Background: an optimization exercise with open tools, aiming at small area, a short achievable clock period and few clock cycles per item. Do not read the settings as production practice.
At most, simulation tests tie the RTL to the original design; equivalence was not proved.
No functional check of the RTL was part of run 4.

`standard.sh`:
```
#!/bin/bash
# synth_recipe.tcl (not shown) runs the flow's synth.tcl, then flattens the netlist and writes it again
# the make line also repeats each setting of config.mk as NAME=value (left out here)
make -C /OpenROAD-flow-scripts/flow DESIGN_CONFIG=/design/flow/config.mk WORK_HOME=/design/flow/orfs CLKGATE_MAP_FILE= SYNTH_SCRIPT=/design/flow/synth_recipe.tcl "${@:-finish}"
```
`flow/run.sh`:
```
#!/bin/bash
# Layout flow: the standard flow (standard.sh), except that synthesis
# leaves the arithmetic to abc instead of extracting full/half adder cells
# (ADDER_MAP_FILE empty). Registers, flattening and renaming are unchanged.
ADDER_MAP_FILE= bash standard.sh synth > synth.log 2>&1 || exit 1
bash standard.sh > layout.log 2>&1 || exit 1
```
`design.v`:
```
module tryte_conv (
    input  wire       clk,
    input  wire       rst,
    input  wire       cmd_valid,
    input  wire [3:0] cmd_op,
    output wire       cmd_ready,
    input  wire       in_valid,
    input  wire [7:0] in_data,
    output wire       in_ready,
    output wire       out_valid,
    output reg  [7:0] out_data,
    input  wire       out_ready,
    output wire       done,
    output wire [1:0] err,
    output wire [7:0] err_index
);
    localparam integer KD = 1;      
    localparam integer KH = 2;      
    localparam integer NPH = 8 / KD;    
    localparam integer NHC = 384 / KH;
    localparam [3:0] OP_T2B  = 4'd1;
    localparam [3:0] OP_TR2B = 4'd2;
    localparam [3:0] OP_B2T  = 4'd3;
    localparam [3:0] OP_B2TR = 4'd4;
    localparam [3:0] OP_ZLT  = 4'd5;
    localparam [1:0] ERR_NONE    = 2'd0;
    localparam [1:0] ERR_ILLEGAL = 2'd2;
    localparam [1:0] ERR_INVALID = 2'd3;
    localparam [383:0] NEGHALF3 = 384'ha19614105780542055f957fa56097f74b74451c9865b38fdaf6862a8f3dbb791c521ff26eb7bafb060ff89965a31769c;
    localparam [383:0] TRIT243  = 384'hbcd3d7df50ff57bf540d500b53ed011691775c6cf3498e04a12f3aae184890dc75bc01b22908a09f3e00ecd34b9d12c9;
    localparam [383:0] HALF3 = 384'h5e69ebefa87fabdfaa06a805a9f6808b48bbae3679a4c70250979d570c24486e3ade00d91484504f9f007669a5ce8964;
    localparam [404:0] KINIT = 405'h11064b486ad68b4b8c31a016cb2a669035156273182dc7a6af33419838032c5346734faa4618bda6a45b0b821cfb58949b1d1;
    localparam [3:0] S_IDLE  = 4'd0;
    localparam [3:0] S_LOADT = 4'd1;    
    localparam [3:0] S_LOADB = 4'd2;    
    localparam [3:0] S_HALVE = 4'd3;
    localparam [3:0] S_OUTB  = 4'd4;    
    localparam [3:0] S_OUTT  = 4'd5;    
    localparam [3:0] S_DONE  = 4'd6;
    localparam [3:0] S_LOADZ = 4'd7;    
    localparam [3:0] S_FLUSH = 4'd8;    
    function sym_valid;
        input [7:0] s;
        sym_valid = (s == 8'h39) || (s >= 8'h41 && s <= 8'h5a);
    endfunction
    function [4:0] sym_to_digit;
        input [7:0] s;
        begin
            if (s == 8'h39)
                sym_to_digit = 5'd13;
            else if (s <= 8'h4d)
                sym_to_digit = s[4:0] - 5'h13;    
            else
                sym_to_digit = s[4:0] - 5'h0e;    
        end
    endfunction
    function trit_valid;
        input [7:0] t;
        trit_valid = (t == 8'h00) || (t == 8'h01) || (t == 8'hff);
    endfunction
    function [1:0] trit_to_u;
        input [7:0] t;
        trit_to_u = (t == 8'h01) ? 2'd2 : (t == 8'hff) ? 2'd0 : 2'd1;
    endfunction
    function [7:0] out_elem;
        input [8:0] a;
        begin
            case (a)
                9'd0: out_elem = 8'd78;
                9'd1: out_elem = 8'd79;
                9'd2: out_elem = 8'd80;
                9'd3: out_elem = 8'd81;
                9'd4: out_elem = 8'd82;
                9'd5: out_elem = 8'd83;
                9'd6: out_elem = 8'd84;
                9'd7: out_elem = 8'd85;
                9'd8: out_elem = 8'd86;
                9'd9: out_elem = 8'd87;
                9'd10: out_elem = 8'd88;
                9'd11: out_elem = 8'd89;
                9'd12: out_elem = 8'd90;
                9'd13: out_elem = 8'd57;
                9'd14: out_elem = 8'd65;
                9'd15: out_elem = 8'd66;
                9'd16: out_elem = 8'd67;
                9'd17: out_elem = 8'd68;
                9'd18: out_elem = 8'd69;
                9'd19: out_elem = 8'd70;
                9'd20: out_elem = 8'd71;
                9'd21: out_elem = 8'd72;
                9'd22: out_elem = 8'd73;
                9'd23: out_elem = 8'd74;
                9'd24: out_elem = 8'd75;
                9'd25: out_elem = 8'd76;
                9'd26: out_elem = 8'd77;
                9'd128: out_elem = 8'd87;
                9'd129: out_elem = 8'd88;
                9'd130: out_elem = 8'd89;
                9'd131: out_elem = 8'd90;
                9'd132: out_elem = 8'd57;
                9'd133: out_elem = 8'd65;
                9'd134: out_elem = 8'd66;
                9'd135: out_elem = 8'd67;
                9'd136: out_elem = 8'd68;
                9'd256: out_elem = 8'd255;
                9'd257: out_elem = 8'd0;
                9'd258: out_elem = 8'd1;
                9'd259: out_elem = 8'd255;
                9'd260: out_elem = 8'd0;
                9'd261: out_elem = 8'd1;
                9'd262: out_elem = 8'd255;
                9'd263: out_elem = 8'd0;
                9'd264: out_elem = 8'd1;
                9'd265: out_elem = 8'd255;
                9'd266: out_elem = 8'd0;
                9'd267: out_elem = 8'd1;
                9'd268: out_elem = 8'd255;
                9'd269: out_elem = 8'd0;
                9'd270: out_elem = 8'd1;
                9'd271: out_elem = 8'd255;
                9'd272: out_elem = 8'd0;
                9'd273: out_elem = 8'd1;
                9'd274: out_elem = 8'd255;
                9'd275: out_elem = 8'd0;
                9'd276: out_elem = 8'd1;
                9'd277: out_elem = 8'd255;
                9'd278: out_elem = 8'd0;
                9'd279: out_elem = 8'd1;
                9'd280: out_elem = 8'd255;
                9'd281: out_elem = 8'd0;
                9'd282: out_elem = 8'd1;
                9'd288: out_elem = 8'd255;
                9'd289: out_elem = 8'd255;
                9'd290: out_elem = 8'd255;
                9'd291: out_elem = 8'd0;
                9'd292: out_elem = 8'd0;
                9'd293: out_elem = 8'd0;
                9'd294: out_elem = 8'd1;
                9'd295: out_elem = 8'd1;
                9'd296: out_elem = 8'd1;
                9'd297: out_elem = 8'd255;
                9'd298: out_elem = 8'd255;
                9'd299: out_elem = 8'd255;
                9'd300: out_elem = 8'd0;
                9'd301: out_elem = 8'd0;
                9'd302: out_elem = 8'd0;
                9'd303: out_elem = 8'd1;
                9'd304: out_elem = 8'd1;
                9'd305: out_elem = 8'd1;
                9'd306: out_elem = 8'd255;
                9'd307: out_elem = 8'd255;
                9'd308: out_elem = 8'd255;
                9'd309: out_elem = 8'd0;
                9'd310: out_elem = 8'd0;
                9'd311: out_elem = 8'd0;
                9'd312: out_elem = 8'd1;
                9'd313: out_elem = 8'd1;
                9'd314: out_elem = 8'd1;
                9'd320: out_elem = 8'd255;
                9'd321: out_elem = 8'd255;
                9'd322: out_elem = 8'd255;
                9'd323: out_elem = 8'd255;
                9'd324: out_elem = 8'd255;
                9'd325: out_elem = 8'd255;
                9'd326: out_elem = 8'd255;
                9'd327: out_elem = 8'd255;
                9'd328: out_elem = 8'd255;
                9'd329: out_elem = 8'd0;
                9'd330: out_elem = 8'd0;
                9'd331: out_elem = 8'd0;
                9'd332: out_elem = 8'd0;
                9'd333: out_elem = 8'd0;
                9'd334: out_elem = 8'd0;
                9'd335: out_elem = 8'd0;
                9'd336: out_elem = 8'd0;
                9'd337: out_elem = 8'd0;
                9'd338: out_elem = 8'd1;
                9'd339: out_elem = 8'd1;
                9'd340: out_elem = 8'd1;
                9'd341: out_elem = 8'd1;
                9'd342: out_elem = 8'd1;
                9'd343: out_elem = 8'd1;
                9'd344: out_elem = 8'd1;
                9'd345: out_elem = 8'd1;
                9'd346: out_elem = 8'd1;
                9'd384: out_elem = 8'd255;
                9'd385: out_elem = 8'd0;
                9'd386: out_elem = 8'd1;
                9'd387: out_elem = 8'd255;
                9'd388: out_elem = 8'd0;
                9'd389: out_elem = 8'd1;
                9'd390: out_elem = 8'd255;
                9'd391: out_elem = 8'd0;
                9'd392: out_elem = 8'd1;
                9'd416: out_elem = 8'd255;
                9'd417: out_elem = 8'd255;
                9'd418: out_elem = 8'd255;
                9'd419: out_elem = 8'd0;
                9'd420: out_elem = 8'd0;
                9'd421: out_elem = 8'd0;
                9'd422: out_elem = 8'd1;
                9'd423: out_elem = 8'd1;
                9'd424: out_elem = 8'd1;
                9'd448: out_elem = 8'd0;
                9'd449: out_elem = 8'd0;
                9'd450: out_elem = 8'd0;
                9'd451: out_elem = 8'd0;
                9'd452: out_elem = 8'd0;
                9'd453: out_elem = 8'd0;
                9'd454: out_elem = 8'd0;
                9'd455: out_elem = 8'd0;
                9'd456: out_elem = 8'd0;
                default: out_elem = 8'd0;
            endcase
        end
    endfunction
    function [404:0] dbl_step;
        input [404:0] x;
        input         b;
        reg [79:0] g, p;
        reg [80:0] c;
        reg [4:0]  d;
        reg [5:0]  t;
        integer i, l, j, m;
        begin
            for (i = 0; i < 80; i = i + 1) begin
                d    = x[5*i +: 5];
                g[i] = (d >= 5'd14);
                p[i] = (d == 5'd13);
            end
            g[0] = g[0] | (p[0] & b);
            for (l = 0; l < 7; l = l + 1)
                for (j = 0; j < 80; j = j + 1)
                    if (j[l]) begin
                        m    = ((j >> l) << l) - 1;
                        g[j] = g[j] | (p[j] & g[m]);
                        p[j] = p[j] & p[m];
                    end
            c[0] = b;
            for (i = 1; i <= 80; i = i + 1)
                c[i] = g[i-1];
            for (i = 0; i < 80; i = i + 1) begin
                d = x[5*i +: 5];
                t = {d, c[i]} - (c[i+1] ? 6'd27 : 6'd0);
                dbl_step[5*i +: 5] = t[4:0];
            end
            d = x[400 +: 5];
            t = {d, c[80]};
            if (t >= 6'd9) t = t - 6'd9;
            dbl_step[400 +: 5] = t[4:0];
        end
    endfunction
    function [161:0] suffix_sum4;    
        input [161:0] e;
        reg [1:0] x [0:80];
        reg [1:0] y;
        integer l, j, m;
        begin
            for (j = 0; j < 81; j = j + 1)
                x[80 - j] = e[2*j +: 2];         
            for (l = 0; l < 7; l = l + 1)
                for (j = 0; j < 81; j = j + 1)
                    if (j[l]) begin
                        m    = ((j >> l) << l) - 1;
                        y    = x[m];
                        x[j] = x[j] + y;
                    end
            for (j = 0; j < 81; j = j + 1)
                suffix_sum4[2*j +: 2] = x[80 - j];
        end
    endfunction
    function [406:0] div4_step;
        input [404:0] x;
        reg [161:0] e, sfx;
        reg [4:0]   d;
        reg [1:0]   s, r;
        reg [6:0]   t;
        integer i;
        begin
            for (i = 0; i < 81; i = i + 1) begin
                d = x[5*i +: 5];
                e[2*i +: 2] = i[0] ? {d[1] ^ d[0], d[0]} : d[1:0];
            end
            sfx = suffix_sum4(e);
            for (i = 0; i < 81; i = i + 1) begin
                d = x[5*i +: 5];
                if (i == 80)
                    r = 2'd0;
                else begin
                    s = sfx[2*(i+1) +: 2];
                    r = i[0] ? s : {s[1] ^ s[0], s[0]};    
                end
                t = 7'd27 * {5'd0, r} + {2'd0, d};
                div4_step[5*i +: 5] = t[6:2];
            end
            s = sfx[1:0];
            div4_step[406:405] = s;           
        end
    endfunction
    reg [3:0]   state;
    reg [3:0]   op;
    reg [7:0]   cnt;           
    reg [1:0]   tk;            
    reg [6:0]   ti;            
    reg [1:0]   u0, u1;        
    reg         bad;
    reg [7:0]   bad_idx;
    reg [1:0]   err_r;
    reg [404:0] D;
    reg [383:0] W;
    reg         iv;            
    reg [7:0]   idat;          
    reg [7:0]   acc;           
    reg         in_open;       
    reg         isb;           
    reg [2:0]   ph;            
    reg [5:0]   nb;            
    reg [7:0]   hc;            
    reg         brw;           
    reg         zfix;          
    reg         zadd;          
    reg         zsg;           
    reg [1:0]   cmp_h;         
    reg [1:0]   cmp_n;         
    reg [7:0]   q0, q1;
    reg [1:0]   qn;
    reg         idle_r;        
    reg         done_r;        
    reg         qv;            
    reg         inrdy_r;       
    assign cmd_ready = idle_r;
    assign out_valid = qv;
    assign done      = done_r;
    assign err       = err_r;
    assign err_index = bad_idx;
    wire ph_last  = (ph == NPH - 1);
    wire consume  = iv && (!isb || ph_last);       
    assign in_ready = inrdy_r;
    wire in_fire  = in_valid && in_ready;
    wire pop      = out_valid && out_ready;
    wire [7:0] in_count = (op == OP_T2B) ? 8'd81 : (op == OP_TR2B) ? 8'd243 : 8'd48;
    wire [KD-1:0] dchunk = idat[7 -: KD];
    reg  [404:0]  d_dbl;
    integer kd;
    always @(*) begin
        d_dbl = D;
        for (kd = 0; kd < KD; kd = kd + 1)
            d_dbl = dbl_step(d_dbl, dchunk[KD-1-kd]);
    end
    wire [406:0]  hq    = div4_step(D);
    wire [404:0]  d_hlv = hq[404:0];
    wire [KH-1:0] hbits = hq[406:405];
    wire          fixing = (state != S_HALVE);
    wire [KH-1:0] sa = fixing ? W[KH-1:0] : hbits;
    wire [KH-1:0] hk = fixing ? TRIT243[hc*KH +: KH] : HALF3[hc*KH +: KH];
    wire [KH-1:0] sb = (fixing && zadd) ? hk : ~hk;
    reg  [KH-1:0] rbits;
    reg           rb;
    integer ks;
    always @(*) begin
        rb = brw;
        for (ks = 0; ks < KH; ks = ks + 1) begin
            rbits[ks] = sa[ks] ^ sb[ks] ^ rb;
            rb = (sa[ks] & sb[ks]) | (rb & (sa[ks] ^ sb[ks]));
        end
    end
    wire [7:0] kh_byte = HALF3[8*(47 - nb) +: 8];
    wire [7:0] kn_byte = NEGHALF3[8*(47 - nb) +: 8];
    wire       zsign   = (nb == 6'd0) ? idat[7] : zsg;
    wire [1:0] ncmp_h  = (cmp_h != 2'd0) ? cmp_h : (idat < kh_byte) ? 2'd1 : (idat > kh_byte) ? 2'd2 : 2'd0;
    wire [1:0] ncmp_n  = (cmp_n != 2'd0) ? cmp_n : (idat < kn_byte) ? 2'd1 : (idat > kn_byte) ? 2'd2 : 2'd0;
    wire [4:0] sdig  = sym_to_digit(idat);
    wire [4:0] tdig  = {3'd0, u0} + 5'd3 * {3'd0, u1} + 5'd9 * {3'd0, trit_to_u(idat)};
    wire [4:0] idig  = (op == OP_T2B) ? sdig : tdig;
    wire       itop  = (op == OP_T2B) ? (cnt == 8'd80) : (ti == 7'd80);
    wire [4:0] idig9 = itop ? (idig % 5'd9) : idig;
    wire       ishift = (op == OP_T2B) || (tk == 2'd2);
    wire       ivalid = (op == OP_T2B) ? sym_valid(idat) : trit_valid(idat);
    reg        otop;           
    reg        otr;            
    reg        oterm;          
    wire       pvalid = (state == S_OUTB) || (state == S_OUTT);
    wire       push   = pvalid && (qn != 2'd2);
    wire [7:0] pdata  = oterm ? out_elem({otr, otop, tk, D[4:0]}) : W[383:376];
    always @(*) out_data = q0;
    wire [1:0] qn_n = (push && !pop) ? qn + 2'd1 : (pop && !push) ? qn - 2'd1 : qn;
    always @(posedge clk) begin
        if (push && (qn == 2'd0 || (qn == 2'd1 && pop)))
            q0 <= pdata;
        else if (pop)
            q0 <= q1;
        if (push && qn == 2'd1 && !pop)
            q1 <= pdata;
        qn <= qn_n;
        qv <= (qn_n != 2'd0);
        if (rst) begin
            qn <= 2'd0;
            qv <= 1'b0;
        end
    end
    wire       acc_idle  = (state == S_IDLE);
    wire       open_n    = acc_idle ? (cmd_valid && (cmd_op >= OP_T2B && cmd_op <= OP_ZLT))
                                    : (in_open && !(in_fire && acc == in_count - 8'd1));
    wire       isb_n     = acc_idle ? (cmd_op == OP_B2T || cmd_op == OP_B2TR) : isb;
    wire       iv_n      = acc_idle ? 1'b0 : (in_fire || (iv && !consume));
    wire [2:0] ph_n      = acc_idle ? 3'd0 : (state == S_LOADB && iv) ? ph + 3'd1 : ph;
    always @(posedge clk) begin
        inrdy_r <= open_n && (!iv_n || !isb_n || ph_n == NPH - 1);
        if (rst)
            inrdy_r <= 1'b0;
    end
    always @(posedge clk) begin
        if (in_fire) begin
            idat <= (isb && acc == 8'd0) ? {~in_data[7], in_data[6:0]} : in_data;
            iv   <= 1'b1;
            acc  <= acc + 8'd1;
            if (acc == in_count - 8'd1)
                in_open <= 1'b0;
        end else begin
            if (consume)
                iv <= 1'b0;
            if (iv && isb)
                idat <= idat << KD;
        end
        if (state == S_IDLE) begin
            iv      <= 1'b0;
            acc     <= 8'd0;
            in_open <= cmd_valid && (cmd_op >= OP_T2B && cmd_op <= OP_ZLT);
            isb     <= (cmd_op == OP_B2T || cmd_op == OP_B2TR);
            op      <= cmd_op;
        end
        if (rst)
            in_open <= 1'b0;
    end
    always @(posedge clk) begin
        begin
            done_r <= 1'b0;
            case (state)
                S_IDLE: begin
                    cnt     <= 8'd0;
                    tk      <= 2'd0;
                    ti      <= 7'd0;
                    bad     <= 1'b0;
                    bad_idx <= 8'd0;
                    err_r   <= ERR_NONE;
                    nb      <= 6'd0;
                    zfix    <= 1'b0;
                    otop    <= 1'b0;
                    otr     <= (cmd_op == OP_B2TR);
                    oterm   <= 1'b0;
                    ph      <= 3'd0;
                    hc      <= 8'd0;
                    brw     <= 1'b1;
                    cmp_h   <= 2'd0;
                    cmp_n   <= 2'd0;
                    D       <= KINIT;
                    if (cmd_valid) begin
                        idle_r  <= 1'b0;
                        if (cmd_op == OP_T2B || cmd_op == OP_TR2B)
                            state <= S_LOADT;
                        else if (cmd_op == OP_ZLT)
                            state <= S_LOADZ;
                        else if (cmd_op == OP_B2T || cmd_op == OP_B2TR)
                            state <= S_LOADB;
                        else begin
                            err_r  <= ERR_ILLEGAL;
                            state  <= S_DONE;
                            done_r <= 1'b1;
                        end
                    end
                end
                S_LOADT: begin
                    if (iv) begin
                        cnt <= cnt + 8'd1;
                        if (!ivalid && !bad) begin
                            bad     <= 1'b1;
                            bad_idx <= cnt;
                        end
                        if (op == OP_TR2B) begin
                            tk <= (tk == 2'd2) ? 2'd0 : tk + 2'd1;
                            if (tk == 2'd0) u0 <= trit_to_u(idat);
                            if (tk == 2'd1) u1 <= trit_to_u(idat);
                            if (tk == 2'd2) ti <= ti + 7'd1;
                        end
                        if (ishift)
                            D <= {idig9, D[404:5]};
                        if (cnt == in_count - 8'd1) begin
                            tk <= 2'd0;
                            if (bad || !ivalid) begin
                                err_r  <= ERR_INVALID;
                                state  <= S_DONE;
                                done_r <= 1'b1;
                            end else begin
                                state <= S_HALVE;
                            end
                        end
                    end
                end
                S_LOADB: begin
                    if (iv) begin
                        D  <= d_dbl;
                        ph <= ph + 3'd1;
                        if (ph_last) begin
                            nb <= nb + 6'd1;
                            if (nb == 6'd47) begin
                                oterm <= 1'b1;
                                state <= S_OUTT;
                            end
                        end
                    end
                end
                S_LOADZ: begin
                    if (zfix) begin
                        W   <= {rbits, W[383:KH]};
                        brw <= rb;
                        hc  <= hc + 8'd1;
                        if (hc == NHC - 1) begin
                            cnt   <= 8'd0;
                            state <= S_OUTB;
                        end
                    end else if (iv) begin
                        W     <= {W[375:0], idat};
                        nb    <= nb + 6'd1;
                        zsg   <= zsign;
                        cmp_h <= ncmp_h;
                        cmp_n <= ncmp_n;
                        if (nb == 6'd47) begin
                            zadd <= zsign;
                            brw  <= !zsign;
                            if (zsign ? (ncmp_n == 2'd1) : (ncmp_h == 2'd2))
                                zfix <= 1'b1;
                            else begin
                                cnt   <= 8'd0;
                                state <= S_OUTB;
                            end
                        end
                    end
                end
                S_HALVE: begin
                    D   <= d_hlv;
                    W   <= {rbits, W[383:KH]};
                    brw <= rb;
                    hc  <= hc + 8'd1;
                    if (hc == NHC - 1) begin
                        cnt   <= 8'd0;
                        state <= S_OUTB;
                    end
                end
                S_OUTB: begin
                    if (push) begin
                        W   <= {W[375:0], 8'd0};
                        cnt <= cnt + 8'd1;
                        if (cnt == 8'd47)
                            state <= S_FLUSH;
                    end
                end
                S_OUTT: begin
                    if (push) begin
                        if (otr && tk != 2'd2) begin
                            tk <= tk + 2'd1;
                        end else begin
                            tk   <= 2'd0;
                            ti   <= ti + 7'd1;
                            D    <= {5'd0, D[404:5]};
                            otop <= (ti == 7'd79);
                            if (ti == 7'd80)
                                state <= S_FLUSH;
                        end
                    end
                end
                S_FLUSH: begin
                    if (qn == 2'd0 || (qn == 2'd1 && pop)) begin
                        state  <= S_DONE;
                        done_r <= 1'b1;
                    end
                end
                S_DONE: begin
                    state  <= S_IDLE;
                    idle_r <= 1'b1;
                end
                default: begin
                    state  <= S_IDLE;
                    idle_r <= 1'b1;
                end
            endcase
        end
        if (rst) begin
            state  <= S_IDLE;
            idle_r <= 1'b1;
            done_r <= 1'b0;
        end
    end
endmodule
```
`constraint.sdc`:
```
create_clock -name core_clock -period 40.0 [get_ports {clk}]
set_input_delay 8.0000 -clock core_clock [delete_from_list [all_inputs] [get_ports {clk}]]
set_output_delay 8.0000 -clock core_clock [all_outputs]
set_load 0.01 [all_outputs]
```
`config.mk`:
```
export PLATFORM = sky130hd
export DESIGN_NAME = tryte_conv
export DESIGN_NICKNAME = tryte_conv
export VERILOG_FILES = /design/flow/design.v
export SDC_FILE = /design/flow/constraint.sdc
export NUM_CORES = 4
export LEC_CHECK = 0
export ABC_CLOCK_PERIOD_IN_PS = 8000
export CAP_MARGIN = 20
export CORE_MARGIN = 2
export CORE_UTILIZATION = 40
export SETUP_SLACK_MARGIN = 3
export SLEW_MARGIN = 20
```
==> run_results.csv, run 1 <==
group,metric,value,unit
grt,antenna_found_initial,3,
synth,synth-warning-count,2,
synth,synth-main-ff-cell,"sky130_fd_sc_hd__edfxtp_1",
floorplan,starting_density,0.401,
floorplan,overall_die_area,0.211,mm2
placed_design,placedInstanceArea,0.0842,mm2
routing,initial_drt_pass_iterations,7,
grt,grt_first_pass_wirelength,371000,um
cts,post_cts_buffers,0,
critical_path,worstSetupEndpointType,"output port",
critical_path,r2r_cells,22,
routing,route.vias.total,74710,
sta,worst-slew-pin-transition,1.18,ns
critical_path,arrival,1.72,ns
cts,clock_tree.root_cell,"sky130_fd_sc_hd__clkbuf_16",
hold_path,timing.hold.worst.class,"reg2reg",
sta,maxSlewViolCount,0,
critical_path,worst_ep_required_time,32.00,ns
synth,synth.yosys.seq_area_share,0.323,
placed_design,port-buffer-count,38,
floorplan,num_rows,167,
grt,first_global_vias,69226,
cts,cts_buffer_depth,3,
synth,synth_edf_count,877,
hold_path,whs_path_depth,2,
floorplan,die_x,459,um
cts,clock-sinks,898,
synth,synthDominantCellAreaShare,0.318,
sta,grt_setup_unrepaired,"no",
critical_path,critical_path_buf_inv_count,1,
synth,mapped_avg_cell_area,8.24,um2
critical_path,crit_path_start_kind,"flip-flop",
placed_design,dp_worst_setup_slack,29.60,ns
finish,layout.nets,9413,
synth,netlist_area_pre_place,0.0828,mm2
cts,clk_pin_slew,0.06,ns
cts,tritoncts_clock_tree,"done",
synth,synth.top_cells.by_area,"sky130_fd_sc_hd__edfxtp_1 (32%), sky130_fd_sc_hd__xnor2_1 (9.8%), sky130_fd_sc_hd__o21ai_0 (6.5%), sky130_fd_sc_hd__mux2_2 (5.4%), sky130_fd_sc_hd__a21oi_1 (4.8%)",
floorplan,core,0.206,mm2
critical_path,timing.critical_path.fanout_max,4,
grt,global_route.usage.total,0.207,
synth,synthArstFlopShare,0,
cts,cts_resized,0,
critical_path,criticalPathCategory,"reg2out",
sta,setup_tns,0,ns
sta,period_share,0.243,
cts,clock_insertion_delay_at_the_later_pin_of_the_skew_report,0.81,ns
routing,route.detailed.wl_per_inst,18.9,um
synth,synthMostInstantiatedCell,"sky130_fd_sc_hd__o21ai_0",
critical_path,worst_r2r_startpoint,"D[400]",
sta,hold_ws,0.483,ns
floorplan,io_pins,39,
routing,drc,0,
floorplan,die_y,459,um
finish,syn2layout_area_growth,6.07,%
cts,cts_hold_repair.buffers,0,
critical_path,timing.critical_path.slowest_cell_delay,0.55,ns
placed_design,post-dp-hpwl,144000,um
sta,achievable_frequency,0.103,GHz
critical_path,crit_path_top_delay_cell,"sky130_fd_sc_hd__clkdlybuf4s50_1",
sta,skew,0.0779,ns
run_status,run_status,"no timing/DRC/antenna violations",
grt,grt_remaining_overflow,0,
synth,synth.lib_cells_used.distinct,95,
hold_path,timing.hold.worst.start,"in_open",
cts,clock_tree.htree_level_count,3,
finish,share_of_final_layout_standard_cells_stronger_than_drive_strength_1,0.0835,
routing,drt-total-wl,230000,um
sta,hold_viol,0,
synth,postSynthNetCount,10069,
cts,cts-buffers-inserted,109,
routing,average_via_count_per_standard_cell,6.13,
placed_design,gp_routability_congestion,0.852,
critical_path,worstPathCellList,"clkdlybuf4s50_1",
sta,setup_viol,0,
synth,syn-instance-count,10052,
routing,final_antenna_net_count,0,
synth,most_area_hungry_cell_type_in_the_yosys_netlist,"sky130_fd_sc_hd__edfxtp_1",
sta,final_worst_slack,30.28,ns
routing,drt_first_iter_violations,7755,
grt,grt_start_max_net_pins,173,
synth,synth.ff_latch_count,898,
run,max_cap_viol_count,0,
critical_path,critPathTopFamily,"buffers and inverters",
critical_path,worst_setup_path_startpoint,"inrdy_r",
sta,slew_margin_rel,0.216,
critical_path,cp.depth,1,
synth,synthTopCellsByCount,"sky130_fd_sc_hd__o21ai_0 (1074), sky130_fd_sc_hd__nand2_1 (1001), sky130_fd_sc_hd__xnor2_1 (927)",
sta,timing.final.crit_period,9.72,ns
finish,finalInstanceArea,0.0879,mm2
-- flip-flops by register name, summed over array words and instances, names as in the netlist, 7 cells and up --
signal and cells:
q0 8, cnt 8, hc 8, bad_idx 8, acc 8, q1 8, idat 8, ti 7
W 384, D 405
-- per-layer routing --
metal  wire (um)  global-route usage  part of all wire  up-vias
met3       13100              0.0205             0.057      375
li1            -                   -                 -    35578
met5          13                   0          0.000056        -
met2      106000               0.335              0.46     2573
met1      105000               0.292              0.46    36182
met4        5720              0.0629             0.025        2
-- area by class of cell --
type	instances	area (um2)
Multi-Input combinational cell	8004	51900
Fill cell	20246	119000
Sequential cell	898	26800
Antenna cell	2	5.00
Inverter	223	842
Clock inverter	53	664
Timing Repair Buffer	160	1360
Clock buffer	146	2930
Tap cell	2704	3380
-- stage by stage --
step                utilization  instances
finish                    0.426      12190
global route              0.426      12190
CTS                       0.425      12188
detailed placement        0.408      11989
global placement          0.408      11989
floorplan                     -      10052
-- worst paths after layout --
kind	endpoint	slack (ns)
setup reg to reg	D[4]	31.25
hold reg to reg	in_open	0.48
hold / removal	in_open	0.48
setup / recovery	in_ready	30.28
-- kinds of logic after synthesis --
| family | Yosys count | share of synthesized area |
|---|---|---|
| AO/OA/AOI/OAI | 3358 | 0.255 |
| XOR/XNOR | 1321 | 0.148 |
| adder cells (fa/ha/maj) | 61 | 0.00739 |
| buffers and inverters | 1150 | 0.0525 |
| flip-flops | 898 | 0.323 |
| multiplexers | 447 | 0.0600 |
| AND/OR/NAND/NOR | 2817 | 0.153 |
-- cell usage in the layout (no fill, tap or decap), types with 97 or more instances in the layout --
cell	n
sky130_fd_sc_hd__clkbuf_16	109
sky130_fd_sc_hd__o211ai_1	112
sky130_fd_sc_hd__xor2_1	336
sky130_fd_sc_hd__nor3_1	189
sky130_fd_sc_hd__xnor2_1	921
sky130_fd_sc_hd__o22ai_1	136
sky130_fd_sc_hd__buf_4	116
sky130_fd_sc_hd__nand3_1	209
sky130_fd_sc_hd__mux2_2	396
sky130_fd_sc_hd__o21ai_0	1074
sky130_fd_sc_hd__a22oi_1	222
sky130_fd_sc_hd__inv_1	201
sky130_fd_sc_hd__edfxtp_1	877
sky130_fd_sc_hd__nand2b_1	99
sky130_fd_sc_hd__o221ai_1	108
sky130_fd_sc_hd__nor2_1	850
sky130_fd_sc_hd__a31oi_1	97
sky130_fd_sc_hd__a21oi_1	790
sky130_fd_sc_hd__a221oi_1	171
sky130_fd_sc_hd__nand2_1	999
-- worst register-to-register path, delay by kind of cell, from the launching register on --
family          cells  cell delay (ns)
compound gates      6             1.28
xor+xnor           10             5.17
fa+ha+maj           1             0.29
buf+inv             2             0.60
flops               1             0.60
simple gates        3             0.55
Testbench counts, summed over its fixed seeds: cycles 131,648, items 320.
==> run 2: changes to the inputs <==
--- a/design.v
+++ b/design.v
@@ -27,6 +27,4 @@
     localparam [1:0] ERR_ILLEGAL = 2'd2;
     localparam [1:0] ERR_INVALID = 2'd3;
-    localparam [383:0] NEGHALF3 = 384'ha19614105780542055f957fa56097f74b74451c9865b38fdaf6862a8f3dbb791c521ff26eb7bafb060ff89965a31769c;
-    localparam [383:0] TRIT243  = 384'hbcd3d7df50ff57bf540d500b53ed011691775c6cf3498e04a12f3aae184890dc75bc01b22908a09f3e00ecd34b9d12c9;
     localparam [383:0] HALF3 = 384'h5e69ebefa87fabdfaa06a805a9f6808b48bbae3679a4c70250979d570c24486e3ade00d91484504f9f007669a5ce8964;
     localparam [404:0] KINIT = 405'h11064b486ad68b4b8c31a016cb2a669035156273182dc7a6af33419838032c5346734faa4618bda6a45b0b821cfb58949b1d1;
@@ -322,5 +320,5 @@
     reg         zsg;           
     reg [1:0]   cmp_h;         
-    reg [1:0]   cmp_n;         
+    reg         hprev;         
     reg [7:0]   q0, q1;
     reg [1:0]   qn;
@@ -353,5 +351,6 @@
     wire          fixing = (state != S_HALVE);
     wire [KH-1:0] sa = fixing ? W[KH-1:0] : hbits;
-    wire [KH-1:0] hk = fixing ? TRIT243[hc*KH +: KH] : HALF3[hc*KH +: KH];
+    wire [KH-1:0] hh = HALF3[hc*KH +: KH];
+    wire [KH-1:0] hk = fixing ? {hh[0], hprev} : hh;
     wire [KH-1:0] sb = (fixing && zadd) ? hk : ~hk;
     reg  [KH-1:0] rbits;
@@ -366,8 +365,7 @@
     end
     wire [7:0] kh_byte = HALF3[8*(47 - nb) +: 8];
-    wire [7:0] kn_byte = NEGHALF3[8*(47 - nb) +: 8];
     wire       zsign   = (nb == 6'd0) ? idat[7] : zsg;
-    wire [1:0] ncmp_h  = (cmp_h != 2'd0) ? cmp_h : (idat < kh_byte) ? 2'd1 : (idat > kh_byte) ? 2'd2 : 2'd0;
-    wire [1:0] ncmp_n  = (cmp_n != 2'd0) ? cmp_n : (idat < kn_byte) ? 2'd1 : (idat > kn_byte) ? 2'd2 : 2'd0;
+    wire [7:0] tbyte   = zsign ? ~idat : idat;
+    wire [1:0] ncmp_h  = (cmp_h != 2'd0) ? cmp_h : (tbyte < kh_byte) ? 2'd1 : (tbyte > kh_byte) ? 2'd2 : 2'd0;
     wire [4:0] sdig  = sym_to_digit(idat);
     wire [4:0] tdig  = {3'd0, u0} + 5'd3 * {3'd0, u1} + 5'd9 * {3'd0, trit_to_u(idat)};
@@ -452,6 +450,6 @@
                     hc      <= 8'd0;
                     brw     <= 1'b1;
+                    hprev   <= 1'b1;
                     cmp_h   <= 2'd0;
-                    cmp_n   <= 2'd0;
                     D       <= KINIT;
                     if (cmd_valid) begin
@@ -512,7 +510,8 @@
                 S_LOADZ: begin
                     if (zfix) begin
-                        W   <= {rbits, W[383:KH]};
-                        brw <= rb;
-                        hc  <= hc + 8'd1;
+                        W     <= {rbits, W[383:KH]};
+                        brw   <= rb;
+                        hc    <= hc + 8'd1;
+                        hprev <= hh[1];
                         if (hc == NHC - 1) begin
                             cnt   <= 8'd0;
@@ -524,9 +523,8 @@
                         zsg   <= zsign;
                         cmp_h <= ncmp_h;
-                        cmp_n <= ncmp_n;
                         if (nb == 6'd47) begin
                             zadd <= zsign;
                             brw  <= !zsign;
-                            if (zsign ? (ncmp_n == 2'd1) : (ncmp_h == 2'd2))
+                            if (zsign ? (ncmp_h != 2'd1) : (ncmp_h == 2'd2))
                                 zfix <= 1'b1;
                             else begin
@@ -549,5 +547,5 @@
                 S_OUTB: begin
                     if (push) begin
-                        W   <= {W[375:0], 8'd0};
+                        W   <= {W[375:0], idat};
                         cnt <= cnt + 8'd1;
                         if (cnt == 8'd47)
==> flow/run.sh (replaced) <==
#!/bin/bash
# Layout flow: the standard flow (standard.sh) with two changes:
#  - synthesis leaves the arithmetic to abc instead of extracting full/half
#    adder cells (ADDER_MAP_FILE empty); registers, flattening and renaming
#    are unchanged;
#  - the timing repair steps aim for 31 ns of setup slack (a 9 ns period)
#    instead of 3 ns, so that the resizer also works on the paths that set
#    the achieved period. The clock, its period and the I/O constraints are
#    the design's (constraint.sdc is used as given).
sed 's/SETUP_SLACK_MARGIN=[^ ]*/SETUP_SLACK_MARGIN=31/' standard.sh > standard_repair.sh
ADDER_MAP_FILE= bash standard_repair.sh synth > synth.log 2>&1 || exit 1
bash standard_repair.sh > layout.log 2>&1 || exit 1
--- a/config.mk
+++ b/config.mk
@@ -9,5 +9,5 @@
 export CAP_MARGIN = 20
 export CORE_MARGIN = 2
-export CORE_UTILIZATION = 40
+export CORE_UTILIZATION = 45
 export SETUP_SLACK_MARGIN = 3
 export SLEW_MARGIN = 20
==> run_results.csv, run 2 <==
group,metric,value,unit
run_status,run_status,"no timing/DRC/antenna violations",
grt,first_global_vias,67780,
finish,filler_cell_count,17050,
sta,grt_setup_unrepaired,"yes",
finish,most-common-layout-cells,"sky130_fd_sc_hd__o21ai_0 (994), sky130_fd_sc_hd__xnor2_1 (905), sky130_fd_sc_hd__nand2_1 (901)",
synth,synthMostInstantiatedCell,"sky130_fd_sc_hd__o21ai_0",
sta,slew_margin_rel,0.239,
critical_path,worst_r2r_startpoint,"D[401]",
routing,initial_drt_pass_iterations,7,
critical_path,criticalPathCategory,"reg2out",
routing,route.vias.total,72862,
critical_path,worstSetupEndpointType,"output port",
placed_design,post-dp-hpwl,141000,um
cts,cts_hold_repair.buffers,0,
synth,synthDominantCellAreaShare,0.322,
critical_path,cp.depth,1,
routing,drt-total-wl,225000,um
synth,netlist_area_pre_place,0.0816,mm2
critical_path,critPathTopFamily,"flip-flops",
sta,period_share,0.233,
finish,commonest_non_fill_non_tap_cell_in_the_layout,"sky130_fd_sc_hd__o21ai_0",
sta,timing.final.crit_period,9.34,ns
synth,synthTopCellsByCount,"sky130_fd_sc_hd__o21ai_0 (997), sky130_fd_sc_hd__xnor2_1 (914), sky130_fd_sc_hd__nand2_1 (903)",
routing,drc,0,
sta,setup_tns,0,ns
critical_path,arrival,1.34,ns
synth,synth.ff_latch_count,897,
floorplan,starting_density,0.452,
grt,grt_start_max_net_pins,204,
floorplan,die_x,430,um
critical_path,timing.critical_path.slowest_cell_delay,0.37,ns
grt,grt_remaining_overflow,0,
synth,synth-main-ff-cell,"sky130_fd_sc_hd__edfxtp_1",
grt,global_route.usage.total,0.233,
cts,clock-sinks,897,
critical_path,worst_setup_path_startpoint,"err_r[0]",
hold_path,whs_path_depth,1,
cts,clock_tree.htree_level_count,3,
finish,seqCellArea,0.0267,mm2
placed_design,port-buffer-count,38,
floorplan,io_pins,39,
critical_path,critical_path_buf_inv_count,1,
routing,drt_first_iter_violations,7213,
finish,antenna-diode-count,0,
placed_design,gp_routability_congestion,0.869,
synth,mapped_avg_cell_area,8.37,um2
synth,synth.yosys.seq_area_share,0.327,
synth,synthArstFlopShare,0,
finish,layout.nets,9117,
finish,post_route_insts_no_fill,11564,
critical_path,worst_ep_required_time,32.00,ns
synth,synth.lib_cells_used.distinct,100,
grt,antenna_found_initial,1,
finish,multi_input_comb_area,0.0510,mm2
critical_path,timing.critical_path.fanout_max,1,
synth,synth-warning-count,2,
sta,achievable_frequency,0.107,GHz
cts,cts_buffer_depth,3,
floorplan,die_y,430,um
critical_path,crit_path_top_delay_cell,"sky130_fd_sc_hd__edfxtp_1",
routing,average_via_count_per_standard_cell,6.30,
synth,synth_edf_count,876,
critical_path,worstPathCellList,"buf_2",
routing,final_antenna_net_count,0,
synth,syn-instance-count,9757,
routing,route.detailed.wl_per_inst,19.5,um
floorplan,overall_die_area,0.185,mm2
hold_path,timing.hold.worst.class,"reg2reg",
cts,cts-buffers-inserted,109,
synth,synth.top_cells.by_area,"sky130_fd_sc_hd__edfxtp_1 (32%), sky130_fd_sc_hd__xnor2_1 (9.8%), sky130_fd_sc_hd__o21ai_0 (6.1%), sky130_fd_sc_hd__mux2_2 (5.6%), sky130_fd_sc_hd__a21oi_1 (5.0%)",
grt,grt_first_pass_wirelength,364000,um
cts,clk_pin_slew,0.06,ns
synth,postSynthNetCount,9774,
sta,skew,0.0827,ns
sta,setup_viol,0,
sta,hold_viol,0,
critical_path,r2r_cells,21,
cts,tritoncts_clock_tree,"done",
run,max_cap_viol_count,0,
finish,share_of_final_layout_standard_cells_stronger_than_drive_strength_1,0.0916,
finish,flip_flop_count_of_the_largest_register_after_layout,405,
floorplan,core,0.181,mm2
placed_design,post-place-cells,11356,
finish,largest-register,"D",
synth,most_area_hungry_cell_type_in_the_yosys_netlist,"sky130_fd_sc_hd__edfxtp_1",
cts,clock_tree.root_cell,"sky130_fd_sc_hd__clkbuf_16",
sta,worst-slew-pin-transition,1.14,ns
sta,maxSlewViolCount,0,
critical_path,crit_path_start_kind,"flip-flop",
finish,syn2layout_area_growth,5.76,%
hold_path,timing.hold.worst.start,"idle_r",
floorplan,num_rows,156,
finish,largestRegisters,"D: 405 flops, W: 384 flops",
cts,clock_insertion_delay_at_the_later_pin_of_the_skew_report,0.82,ns
## run 2: cell families (layout without fill, tap and decap cells)
kind of cell    count (synthesis)  after routing  share of synthesized area
compound gates               3335           3335                      0.258
simple gates                 2624           2624                      0.147
xor+xnor                     1272           1272                      0.146
buf+inv                      1111            548                     0.0515
flops                         897            897                      0.327
mux                           463            463                     0.0630
fa+ha+maj                      55             55                    0.00676
## run 2: layout make-up
class / instances / share of cell area
inverters: 201 / 0.00880
repair buffers: 142 / 0.0134
well taps: 2370 / 0.0343
multi-input cells: 7749 / 0.591
clock inverters: 77 / 0.0106
flip-flops and latches: 897 / 0.310
clock buffers: 128 / 0.0324
## run 2: through the flow
stage	setup slack, ns	hold WS [ns]	instance area, um2	utilization
after floorplan	27.94	0.453	81800	-
after global placement	29.73	0.472	82600	0.457
after detailed placement	29.73	0.473	82600	0.457
after CTS	30.59	0.494	86200	0.478
after global routing	30.59	0.512	86300	0.478
final	30.66	0.492	86300	0.478
## run 2: worst paths after layout
kind | endpoint | slack [ns]
worst min register to register | idle_r | 0.49
worst min-delay path | idle_r | 0.49
worst max-delay path | err[0] | 30.66
worst max register to register | D[3] | 31.39
## run 2: layer usage
layer	track usage	up-vias	routed length, um
met1	0.322	35297	101000
met3	0.0234	373	12400
met5	0	-	0
met4	0.0718	0	5910
li1	-	34757	-
met2	0.383	2435	106000
## run 2: repair_timing
action / 4_1_cts / 5_1_grt
gates resized for setup: 101 / 10
endpoints found under the setup margin: 30 / 32
setup buffers: 2 / 0
Testbench counts of run 2, summed over its fixed seeds: cycles 131,648, items 320.
==> run 3: changes to the inputs <==
--- a/config.mk
+++ b/config.mk
@@ -6,5 +6,5 @@
 export NUM_CORES = 4
 export LEC_CHECK = 0
-export ABC_CLOCK_PERIOD_IN_PS = 8000
+export ABC_AREA = 1
 export CAP_MARGIN = 20
 export CORE_MARGIN = 2
==> run_results.csv, run 3 <==
group,metric,value,unit
synth,most_area_hungry_cell_type_in_the_yosys_netlist,"sky130_fd_sc_hd__edfxtp_1",
sta,skew,0.115,ns
synth,synth-main-ff-cell,"sky130_fd_sc_hd__edfxtp_1",
placed_design,placedInstanceArea,0.0824,mm2
routing,initial_drt_pass_iterations,6,
grt,grt_start_max_net_pins,179,
sta,achievable_frequency,0.106,GHz
grt,first_global_vias,73882,
finish,filler_cell_count,17754,
finish,antenna-diode-count,0,
finish,largest-register,"D",
critical_path,worst_setup_path_startpoint,"q0[2]",
synth,synth.ff_latch_count,897,
synth,synth.yosys.seq_area_share,0.335,
synth,synth.top_cells.by_area,"sky130_fd_sc_hd__edfxtp_1 (33%), sky130_fd_sc_hd__nand2_1 (19%), sky130_fd_sc_hd__inv_1 (7.1%), sky130_fd_sc_hd__nand3_1 (5.5%), sky130_fd_sc_hd__o21ai_0 (5.5%)",
critical_path,arrival,1.42,ns
finish,syn2layout_area_growth,7.79,%
sta,grt_setup_unrepaired,"yes",
critical_path,crit_path_top_delay_cell,"sky130_fd_sc_hd__edfxtp_1",
synth,synth.lib_cells_used.distinct,90,
floorplan,starting_density,0.453,
cts,clock_tree.htree_level_count,3,
sta,slew_margin_rel,0.239,
synth,synthMostInstantiatedCell,"sky130_fd_sc_hd__nand2_1",
routing,drc,0,
run,max_cap_viol_count,0,
routing,route.detailed.wl_per_inst,16.2,um
cts,clock_insertion_delay_at_the_later_pin_of_the_skew_report,0.83,ns
floorplan,core,0.176,mm2
critical_path,worst_ep_required_time,32.00,ns
finish,multi_input_comb_area,0.0459,mm2
grt,antenna_found_initial,1,
cts,cts-buffers-inserted,111,
synth,synthArstFlopShare,0,
synth,synth-warning-count,2,
sta,setup_viol,0,
finish,flip_flop_count_of_the_largest_register_after_layout,405,
synth,postSynthNetCount,12075,
finish,seqCellArea,0.0267,mm2
cts,cts_buffer_depth,3,
finish,share_of_final_layout_standard_cells_stronger_than_drive_strength_1,0.0604,
sta,setup_tns,0,ns
critical_path,worstSetupEndpointType,"output port",
floorplan,io_pins,39,
floorplan,die_y,425,um
routing,drt_first_iter_violations,7020,
hold_path,timing.hold.worst.start,"state[2]",
hold_path,timing.hold.worst.class,"reg2reg",
routing,final_antenna_net_count,0,
synth,syn-instance-count,12058,
critical_path,timing.critical_path.slowest_cell_delay,0.46,ns
critical_path,criticalPathCategory,"reg2out",
cts,clock-sinks,897,
finish,layout.nets,11944,
routing,route.vias.total,79004,
synth,synthDominantCellAreaShare,0.329,
floorplan,die_x,425,um
critical_path,critPathTopFamily,"flip-flops",
cts,clock_tree.root_cell,"sky130_fd_sc_hd__clkbuf_16",
floorplan,num_rows,154,
sta,final_worst_slack,30.58,ns
synth,synthTopCellsByCount,"sky130_fd_sc_hd__nand2_1 (3999), sky130_fd_sc_hd__inv_1 (1508), sky130_fd_sc_hd__nor2_1 (1112)",
placed_design,gp_routability_congestion,0.897,
sta,timing.final.crit_period,9.42,ns
finish,commonest_non_fill_non_tap_cell_in_the_layout,"sky130_fd_sc_hd__nand2_1",
grt,global_route.usage.total,0.249,
placed_design,post-dp-hpwl,159000,um
critical_path,crit_path_start_kind,"flip-flop",
sta,hold_ws,0.494,ns
synth,netlist_area_pre_place,0.0798,mm2
grt,grt_first_pass_wirelength,377000,um
run_status,run_status,"no timing/DRC/antenna violations",
critical_path,worst_r2r_startpoint,"D[400]",
critical_path,worstPathCellList,"buf_2",
floorplan,overall_die_area,0.181,mm2
routing,average_via_count_per_standard_cell,5.50,
placed_design,dp_worst_setup_slack,29.65,ns
cts,tritoncts_clock_tree,"done",
critical_path,timing.critical_path.fanout_max,1,
sta,period_share,0.236,
synth,mapped_avg_cell_area,6.62,um2
sta,maxSlewViolCount,0,
finish,largestRegisters,"D: 405 flops, W: 384 flops",
finish,final_util,0.488,
grt,grt_remaining_overflow,0,
critical_path,critical_path_buf_inv_count,1,
finish,most-common-layout-cells,"sky130_fd_sc_hd__nand2_1 (3992), sky130_fd_sc_hd__inv_1 (1503), sky130_fd_sc_hd__nor2_1 (1099)",
sta,worst-slew-pin-transition,1.14,ns
sta,hold_viol,0,
synth,synth_edf_count,876,
routing,drt-total-wl,233000,um
cts,clk_pin_slew,0.07,ns
placed_design,port-buffer-count,38,
finish,finalInstanceArea,0.0861,mm2
run 3: cell count changes after synthesis, moves of 100 or more:
cell / before / now
sky130_fd_sc_hd__a21oi_1: 811 / 521
sky130_fd_sc_hd__inv_1: 186 / 1508
sky130_fd_sc_hd__a22oi_1: 203 / 12
sky130_fd_sc_hd__nor3_1: 199 / 82
sky130_fd_sc_hd__nand3_1: 161 / 875
sky130_fd_sc_hd__o21ai_0: 997 / 873
sky130_fd_sc_hd__mux2_2: 406 / 132
sky130_fd_sc_hd__nand2_1: 903 / 3999
sky130_fd_sc_hd__o22ai_1: 128 / 19
sky130_fd_sc_hd__a221oi_1: 172 / 22
sky130_fd_sc_hd__clkbuf_1: 838 / 262
sky130_fd_sc_hd__nor2_1: 784 / 1112
sky130_fd_sc_hd__xnor2_1: 914 / 102
sky130_fd_sc_hd__nand2b_1: 101 / 1
run 3: stage by stage:
stage,cells
after floorplan,12058
final,14359
after global placement,14152
after global routing,14359
after CTS,14358
after detailed placement,14152
run 3: worst paths after layout:
| check | to | slack (ns) | depth (start not counted) |
|---|---|---|---|
| max | out_data[2] | 30.58 | 1 |
| min | state[2] | 0.49 | 2 |
| max reg2reg | D[66] | 32.05 | 44 |
| min reg2reg | state[2] | 0.49 | 2 |
run 3: cell type report:
type,count,area share
clock buffers,131,0.0334
inverters,1573,0.0689
multi-input cells,9251,0.534
repair buffers,93,0.00917
clock inverters,74,0.0100
well taps,2340,0.0340
flip-flops and latches,897,0.311
run 3: metal layers:
metal	up-vias	track usage	wire (um)	part of all wire
li1	39761	-	-	-
met1	36785	0.349	109000	0.47
met2	2117	0.411	107000	0.46
met3	341	0.0255	12500	0.054
met4	0	0.0612	4720	0.020
met5	-	0	0	0
run 3: logic make-up after synthesis:
family	synth area share
flops	0.335
simple gates	0.341
fa+ha+maj	0.00102
compound gates	0.156
mux	0.0186
xor+xnor	0.0572
buf+inv	0.0921
run 3: worst min-delay path, delay by kind of cell (launching register included):
kind            cells  cell delay [ns]
compound gates      1             0.06
buf+inv             1             0.07
flops               1             0.33
run 3: repair_timing:
item,CTS,global route
pin swaps,0,1
hold buffers,0,0
setup buffers,1,1
endpoints found under the setup margin,50,25
resized for setup,103,7
==> run 4: changes to the inputs <==
--- a/design.v
+++ b/design.v
@@ -15,5 +15,5 @@
     output wire [7:0] err_index
 );
-    localparam integer KD = 1;      
+    localparam integer KD = 2;      
     localparam integer KH = 2;      
     localparam integer NPH = 8 / KD;    
@@ -312,5 +312,5 @@
     reg         in_open;       
     reg         isb;           
-    reg [2:0]   ph;            
+    reg [1:0]   ph;            
     reg [5:0]   nb;            
     reg [7:0]   hc;            
@@ -402,5 +402,5 @@
     wire       isb_n     = acc_idle ? (cmd_op == OP_B2T || cmd_op == OP_B2TR) : isb;
     wire       iv_n      = acc_idle ? 1'b0 : (in_fire || (iv && !consume));
-    wire [2:0] ph_n      = acc_idle ? 3'd0 : (state == S_LOADB && iv) ? ph + 3'd1 : ph;
+    wire [1:0] ph_n      = acc_idle ? 2'd0 : (state == S_LOADB && iv) ? ph + 2'd1 : ph;
     always @(posedge clk) begin
         inrdy_r <= open_n && (!iv_n || !isb_n || ph_n == NPH - 1);
@@ -447,5 +447,5 @@
                     otr     <= (cmd_op == OP_B2TR);
                     oterm   <= 1'b0;
-                    ph      <= 3'd0;
+                    ph      <= 2'd0;
                     hc      <= 8'd0;
                     brw     <= 1'b1;
@@ -498,5 +498,5 @@
                     if (iv) begin
                         D  <= d_dbl;
-                        ph <= ph + 3'd1;
+                        ph <= ph + 2'd1;
                         if (ph_last) begin
                             nb <= nb + 6'd1;
--- a/config.mk
+++ b/config.mk
@@ -6,5 +6,5 @@
 export NUM_CORES = 4
 export LEC_CHECK = 0
-export ABC_AREA = 1
+export ABC_CLOCK_PERIOD_IN_PS = 8000
 export CAP_MARGIN = 20
 export CORE_MARGIN = 2
==> run_results.csv, run 4 <==
group,metric,value,unit
sta,setup_tns,0,ns
finish,finalInstanceArea,0.103,mm2
floorplan,die_y,467,um
synth,synth.yosys.seq_area_share,0.277,
synth,synth_compound_area_frac,0.297,
synth,netlist_area_pre_place,0.0963,mm2
synth,synth.top_cells.by_area,"sky130_fd_sc_hd__edfxtp_1 (27%), sky130_fd_sc_hd__xnor2_1 (9.9%), sky130_fd_sc_hd__o21ai_0 (7.3%), sky130_fd_sc_hd__a21oi_1 (5.6%), sky130_fd_sc_hd__mux2_2 (4.8%)",
critical_path,worstPathCellList,"buf_2",
grt,grt_start_max_net_pins,219,
grt,grt_first_pass_wirelength,479000,um
placed_design,port-buffer-count,38,
finish,largest-register,"D",
critical_path,crit_path_start_kind,"flip-flop",
synth,main_combinational_cell_family_by_area_after_synthesis,"compound AO/OA/AOI/OAI gates",
sta,maxSlewViolCount,0,
critical_path,criticalPathCategory,"reg2out",
grt,met3_usage,0.0302,
cts,tritoncts_clock_tree,"done",
synth,synthTopCellsByCount,"sky130_fd_sc_hd__o21ai_0 (1412), sky130_fd_sc_hd__nand2_1 (1164), sky130_fd_sc_hd__nor2_1 (1123)",
sta,worst-slew-pin-transition,1.17,ns
critical_path,critical_path_buf_inv_count,1,
routing,drt-total-wl,304000,um
sta,hold_viol,0,
critical_path,critPathTopFamily,"flip-flops",
finish,filler_cell_count,20417,
routing,final_antenna_net_count,0,
sta,slew_margin_rel,0.212,
hold_path,timing.hold.worst.class,"reg2reg",
finish,flip_flop_count_of_the_largest_register_after_layout,405,
critical_path,crit_path_top_delay_cell,"sky130_fd_sc_hd__edfxtp_1",
synth,post_synth_and_or_nand_nor_area_fraction,0.171,
sta,skew,0.0683,ns
critical_path,worst_ep_required_time,32.00,ns
placed_design,post-place-cells,14355,
routing,drc,0,
synth,synthArstFlopShare,0,
synth,synth_xor_xnor_area_share,0.135,
finish,post_route_insts_no_fill,14681,
synth,fraction_of_the_mapped_netlist_area_in_adder_cells,0.00469,
routing,drt_first_iter_violations,11510,
cts,cts_buffer_depth,3,
cts,cts-buffers-inserted,112,
grt,gr_busiest_metal,"met2",
synth,synth-main-ff-cell,"sky130_fd_sc_hd__edfxtp_1",
floorplan,io_pins,39,
sta,period_share,0.234,
grt,grt_remaining_overflow,0,
cts,clock_tree.root_cell,"sky130_fd_sc_hd__clkbuf_16",
floorplan,overall_die_area,0.218,mm2
synth,synth.lib_cells_used.distinct,112,
synth,synth-warning-count,2,
synth,synthDominantCellAreaShare,0.273,
synth,synth_edf_count,875,
finish,largestRegisters,"D: 405 flops, W: 384 flops",
synth,post_synth_mux_area_share,0.0579,
grt,met1_usage,0.376,
finish,most-common-layout-cells,"sky130_fd_sc_hd__o21ai_0 (1404), sky130_fd_sc_hd__nand2_1 (1156), sky130_fd_sc_hd__nor2_1 (1115)",
synth,synth.ff_latch_count,896,
synth,most_area_hungry_cell_type_in_the_yosys_netlist,"sky130_fd_sc_hd__edfxtp_1",
run_status,run_status,"no timing/DRC/antenna violations",
critical_path,timing.critical_path.fanout_max,1,
critical_path,arrival,1.36,ns
critical_path,timing.critical_path.slowest_cell_delay,0.38,ns
placed_design,post-dp-hpwl,198000,um
cts,clk_pin_slew,0.06,ns
routing,average_via_count_per_standard_cell,6.51,
floorplan,core,0.212,mm2
finish,share_of_final_layout_standard_cells_stronger_than_drive_strength_1,0.105,
grt,global_route.usage.total,0.262,
floorplan,num_rows,169,
cts,clock-sinks,896,
finish,commonest_non_fill_non_tap_cell_in_the_layout,"sky130_fd_sc_hd__o21ai_0",
sta,timing.final.crit_period,9.36,ns
synth,postSynthNetCount,12479,
grt,antenna_found_initial,1,
cts,clock_tree.htree_level_count,3,
synth,mapped_avg_cell_area,7.73,um2
floorplan,die_x,467,um
grt,globalRouteMet2Util,0.410,
sta,achievable_frequency,0.107,GHz
placed_design,placedInstanceArea,0.0975,mm2
sta,hold_ws,0.514,ns
critical_path,worstSetupEndpointType,"output port",
critical_path,r2r_setup_slk,31.05,ns
placed_design,gp_routability_congestion,0.916,
floorplan,starting_density,0.454,
sta,setup_viol,0,
synth,syn-instance-count,12462,
finish,syn2layout_area_growth,7.44,%
synth,synthMostInstantiatedCell,"sky130_fd_sc_hd__o21ai_0",
routing,initial_drt_pass_iterations,9,
cts,clock_insertion_delay_at_the_later_pin_of_the_skew_report,0.83,ns
routing,route.vias.total,95515,
grt,first_global_vias,86331,
run,max_cap_viol_count,0,
sta,grt_setup_unrepaired,"yes",
finish,layout.nets,11778,
routing,route.detailed.wl_per_inst,20.7,um
[run 4: cell count changes in the layout (fill, tap and decap cells not counted), moves of 105 or more]
| cell | before | now |
|---|---|---|
| sky130_fd_sc_hd__a31oi_1 | 57 | 162 |
| sky130_fd_sc_hd__o21ai_0 | 872 | 1404 |
| sky130_fd_sc_hd__a21oi_1 | 520 | 1061 |
| sky130_fd_sc_hd__nand3_1 | 875 | 264 |
| sky130_fd_sc_hd__nor3_1 | 79 | 289 |
| sky130_fd_sc_hd__xnor2_1 | 102 | 1066 |
| sky130_fd_sc_hd__nand2_1 | 3992 | 1156 |
| sky130_fd_sc_hd__nand2b_1 | 1 | 127 |
| sky130_fd_sc_hd__o22ai_1 | 19 | 174 |
| sky130_fd_sc_hd__a22oi_1 | 12 | 240 |
| sky130_fd_sc_hd__mux2_2 | 132 | 401 |
| sky130_fd_sc_hd__inv_1 | 1503 | 251 |
| sky130_fd_sc_hd__buf_4 | 49 | 262 |
| sky130_fd_sc_hd__a221oi_1 | 22 | 212 |
[run 4: cells by family after synthesis]
family                   Yosys count
AO/OA/AOI/OAI                   4535
XOR/XNOR                        1444
AND/OR/NAND/NOR                 3614
buffers and inverters           1426
flip-flops                       896
multiplexers                     502
adder cells (fa/ha/maj)           45
[run 4: area by class of cell]
class                   instances  area [um2]  share of cell area
repair buffers                328        2720              0.0263
clock buffers                 124        2870              0.0277
flip-flops and latches        896       26700               0.258
diodes                          1        2.50           0.0000242
multi-input cells           10142       65500               0.633
clock inverters                88        1050              0.0101
well taps                    2821        3530              0.0341
inverters                     281        1060              0.0102
[run 4: path summary, 6_finish.rpt]
path	startpoint	endpoint	cells past startpoint
setup / recovery	bad_idx[5]	err_index[5]	1
hold / removal	isb	inrdy_r	1
setup reg to reg	D[63]	D[399]	27
hold reg to reg	isb	inrdy_r	1
[run 4: what timing repair did]
action,in CTS,in global routing
resized for setup,215,122
endpoints found under the setup margin,421,226
buffers inserted,41,69
hold buffers,0,0
pin swaps,18,22
gates cloned,1,1
[run 4: stage by stage]
| step | util | setup WS (ns) |
|---|---|---|
| 6_report | 0.487 | 30.64 |
| 5_1_grt | 0.487 | 30.59 |
| 4_1_cts | 0.482 | 30.59 |
| 3_5_place_dp | 0.459 | 28.01 |
| 3_3_place_gp | 0.459 | 28.24 |
| 2_1_floorplan | - | 30.69 |
[run 4: layer usage]
| metal | wire length, um | part of all wire | up-vias |
|---|---|---|---|
| li1 | - | - | 44764 |
| met1 | 136000 | 0.45 | 46105 |
| met2 | 137000 | 0.45 | 4101 |
| met3 | 22500 | 0.074 | 545 |
| met4 | 8610 | 0.028 | 0 |
| met5 | 0 | 0 | - |
==> run 5: changes to the inputs <==
--- a/design.v
+++ b/design.v
@@ -262,5 +262,5 @@
                         m    = ((j >> l) << l) - 1;
                         y    = x[m];
-                        x[j] = x[j] + y;
+                        x[j] = {x[j][1] ^ y[1] ^ (x[j][0] & y[0]), x[j][0] ^ y[0]};
                     end
             for (j = 0; j < 81; j = j + 1)
@@ -268,4 +268,13 @@
         end
     endfunction
+    function [4:0] qdig;           
+        input [1:0] r;
+        input [4:0] d;
+        reg   [6:0] t;
+        begin
+            t    = {1'b0, r, 4'd0} + {2'd0, r, 3'd0} + {4'd0, r, 1'b0} + {5'd0, r} + {5'd0, d[1:0]};
+            qdig = t[6:2] + {2'd0, d[4:2]};
+        end
+    endfunction
     function [406:0] div4_step;
         input [404:0] x;
@@ -273,5 +282,4 @@
         reg [4:0]   d;
         reg [1:0]   s, r;
-        reg [6:0]   t;
         integer i;
         begin
@@ -289,6 +297,5 @@
                     r = i[0] ? s : {s[1] ^ s[0], s[0]};    
                 end
-                t = 7'd27 * {5'd0, r} + {2'd0, d};
-                div4_step[5*i +: 5] = t[6:2];
+                div4_step[5*i +: 5] = qdig(r, d);
             end
             s = sfx[1:0];
==> run_results.csv, run 5 <==
group,metric,value,unit
critical_path,r2r_setup_slk,31.40,ns
routing,initial_drt_pass_iterations,7,
critical_path,worstSetupEndpointType,"output port",
sta,slew_margin_rel,0.229,
finish,multi_input_comb_area,0.0599,mm2
critical_path,timing.critical_path.fanout_max,1,
critical_path,worst_setup_path_startpoint,"q0[6]",
cts,clock_tree.root_cell,"sky130_fd_sc_hd__clkbuf_16",
cts,clock_insertion_delay_at_the_later_pin_of_the_skew_report,0.83,ns
hold_path,timing.hold.worst.class,"reg2reg",
floorplan,die_y,453,um
sta,worst-slew-pin-transition,1.14,ns
synth,synth.top_cells.by_area,"sky130_fd_sc_hd__edfxtp_1 (29%), sky130_fd_sc_hd__xnor2_1 (9.5%), sky130_fd_sc_hd__o21ai_0 (6.5%), sky130_fd_sc_hd__a21oi_1 (5.0%), sky130_fd_sc_hd__mux2_2 (5.0%)",
critical_path,crit_path_start_kind,"flip-flop",
synth,postSynthNetCount,11430,
synth,synth.yosys.seq_area_share,0.295,
critical_path,critical_path_buf_inv_count,1,
cts,clock-sinks,896,
critical_path,crit_path_top_delay_cell,"sky130_fd_sc_hd__edfxtp_1",
critical_path,arrival,1.38,ns
critical_path,timing.critical_path.slowest_cell_delay,0.40,ns
finish,syn2layout_area_growth,6.45,%
finish,finalInstanceArea,0.0965,mm2
grt,grt_first_pass_wirelength,432000,um
floorplan,die_x,453,um
floorplan,overall_die_area,0.205,mm2
finish,largest-register,"D",
cts,cts-buffers-inserted,108,
routing,route.detailed.wl_per_inst,20.2,um
synth,synthArstFlopShare,0,
synth,synthDominantCellAreaShare,0.290,
synth,synthMostInstantiatedCell,"sky130_fd_sc_hd__o21ai_0",
finish,share_of_final_layout_standard_cells_stronger_than_drive_strength_1,0.0960,
critical_path,r2r_cells,22,
floorplan,io_pins,39,
placed_design,gp_routability_congestion,0.903,
critical_path,criticalPathCategory,"reg2out",
sta,setup_viol,0,
routing,drt-total-wl,273000,um
finish,commonest_non_fill_non_tap_cell_in_the_layout,"sky130_fd_sc_hd__o21ai_0",
cts,clk_pin_slew,0.06,ns
routing,route.vias.total,86540,
run,max_cap_viol_count,0,
run_status,run_status,"no timing/DRC/antenna violations",
synth,syn-instance-count,11413,
finish,flip_flop_count_of_the_largest_register_after_layout,405,
placed_design,placedInstanceArea,0.0921,mm2
synth,most_area_hungry_cell_type_in_the_yosys_netlist,"sky130_fd_sc_hd__edfxtp_1",
sta,achievable_frequency,0.107,GHz
critical_path,cp.depth,1,
sta,hold_viol,0,
grt,grt_start_max_net_pins,195,
synth,synth-warning-count,2,
critical_path,worstPathCellList,"buf_2",
sta,period_share,0.235,
sta,maxSlewViolCount,0,
grt,antenna_found_initial,3,
synth,synthTopCellsByCount,"sky130_fd_sc_hd__o21ai_0 (1174), sky130_fd_sc_hd__nand2_1 (1122), sky130_fd_sc_hd__nor2_1 (1082)",
critical_path,cp_capture_point,"out_data[6]",
sta,setup_tns,0,ns
sta,grt_setup_unrepaired,"yes",
finish,filler_cell_count,19287,
run 5: cell type report:
| cell class | count | area share |
|---|---|---|
| sequential | 896 | 0.277 |
| timing repair buffer | 230 | 0.0196 |
| clock buffer | 129 | 0.0288 |
| antenna | 3 | 0.0000778 |
| multi-input combinational | 9254 | 0.621 |
| tap | 2656 | 0.0345 |
| clock inverter | 71 | 0.00848 |
| inverter | 265 | 0.0104 |
run 5: cells by family after synthesis:
kind of cell,Yosys count,share of synthesized area
xor gates and xnor gates,1303,0.133
buffers and inverters,1263,0.0527
AOI/OAI and AO/OA,3922,0.275
DFF,896,0.295
muxes,518,0.0631
and+or+nand+nor,3436,0.174
adders and majority gates,75,0.00831
run 5: what timing repair did:
item                       4_1_cts  5_1_grt
setup endpoints to repair      182      191
resized for setup              144       73
gates cloned                     0        0
setup buffers                   14       15
pin swaps                        2        4
hold buffers                     0        0
run 5: layer usage:
layer / global-route usage / wire (um) / vias to the layer above
li1: - / - / 40826
met1: 0.356 / 122000 / 41695
met2: 0.397 / 124000 / 3528
met3: 0.0344 / 19800 / 491
met4: 0.0747 / 6650 / 0
met5: 0 / 0 / -
run 5: worst min path at each step:
| stage | start | end | slack, ns | cells after the start |
|---|---|---|---|---|
| 5_1_grt | idle_r | idle_r | 0.47 | 2 |
| 3_5_place_dp | idle_r | idle_r | 0.44 | 2 |
| 2_1_floorplan | in_open | in_open | 0.44 | 2 |
| 3_3_place_gp | idle_r | idle_r | 0.44 | 2 |
| 4_1_cts | idle_r | idle_r | 0.46 | 2 |
| 6_report | idle_r | idle_r | 0.46 | 2 |
run 5: through the flow:
| step | hold WS, ns | utilization | std cells |
|---|---|---|---|
| floorplan | 0.438 | - | 11413 |
| global placement | 0.443 | 0.461 | 13271 |
| detailed placement | 0.443 | 0.461 | 13272 |
| CTS | 0.458 | 0.480 | 13486 |
| global route | 0.475 | 0.483 | 13502 |
| finish | 0.460 | 0.483 | 13504 |
Testbench counts of run 5, summed over its fixed seeds: cycles 107,072, items 320.

-- static timing again, ports no longer ideal --
No port has a modelled driver above. Below, the same layouts with a new extraction and two added sets of constraints. Step 1 assumes that a clkbuf_16 drives the clock port and a buf_2 every other input. Step 2 also shifts input and output timing later by t, the mid clock arrival at the registers, as if the neighbouring blocks saw the same clock. Slacks: ideal / step 1 / step 2; pairs: ideal / step 1.
| run | t, ns | setup WS [ns] | worst slew at a driven data input, ns |
|---|---|---|---|
| run 1 | 0.860 | 30.280 / 30.192 / 29.596 | 0.04 |
| run 2 | 0.857 | 30.662 / 30.581 / 30.230 | 0.03 |
| run 3 | 0.860 | 30.578 / 30.491 / 30.361 | 0.03 |
| run 4 | 0.877 | 30.644 / 30.559 / 30.241 | 0.04 |
| run 5 | 0.871 | 30.617 / 30.539 / 30.314 | 0.04 |
After both steps every run listed still meets setup and hold. For run 1, which loses most, drivers alone change the setup slack by -0.088 ns; drivers and shift together by -0.684 ns.
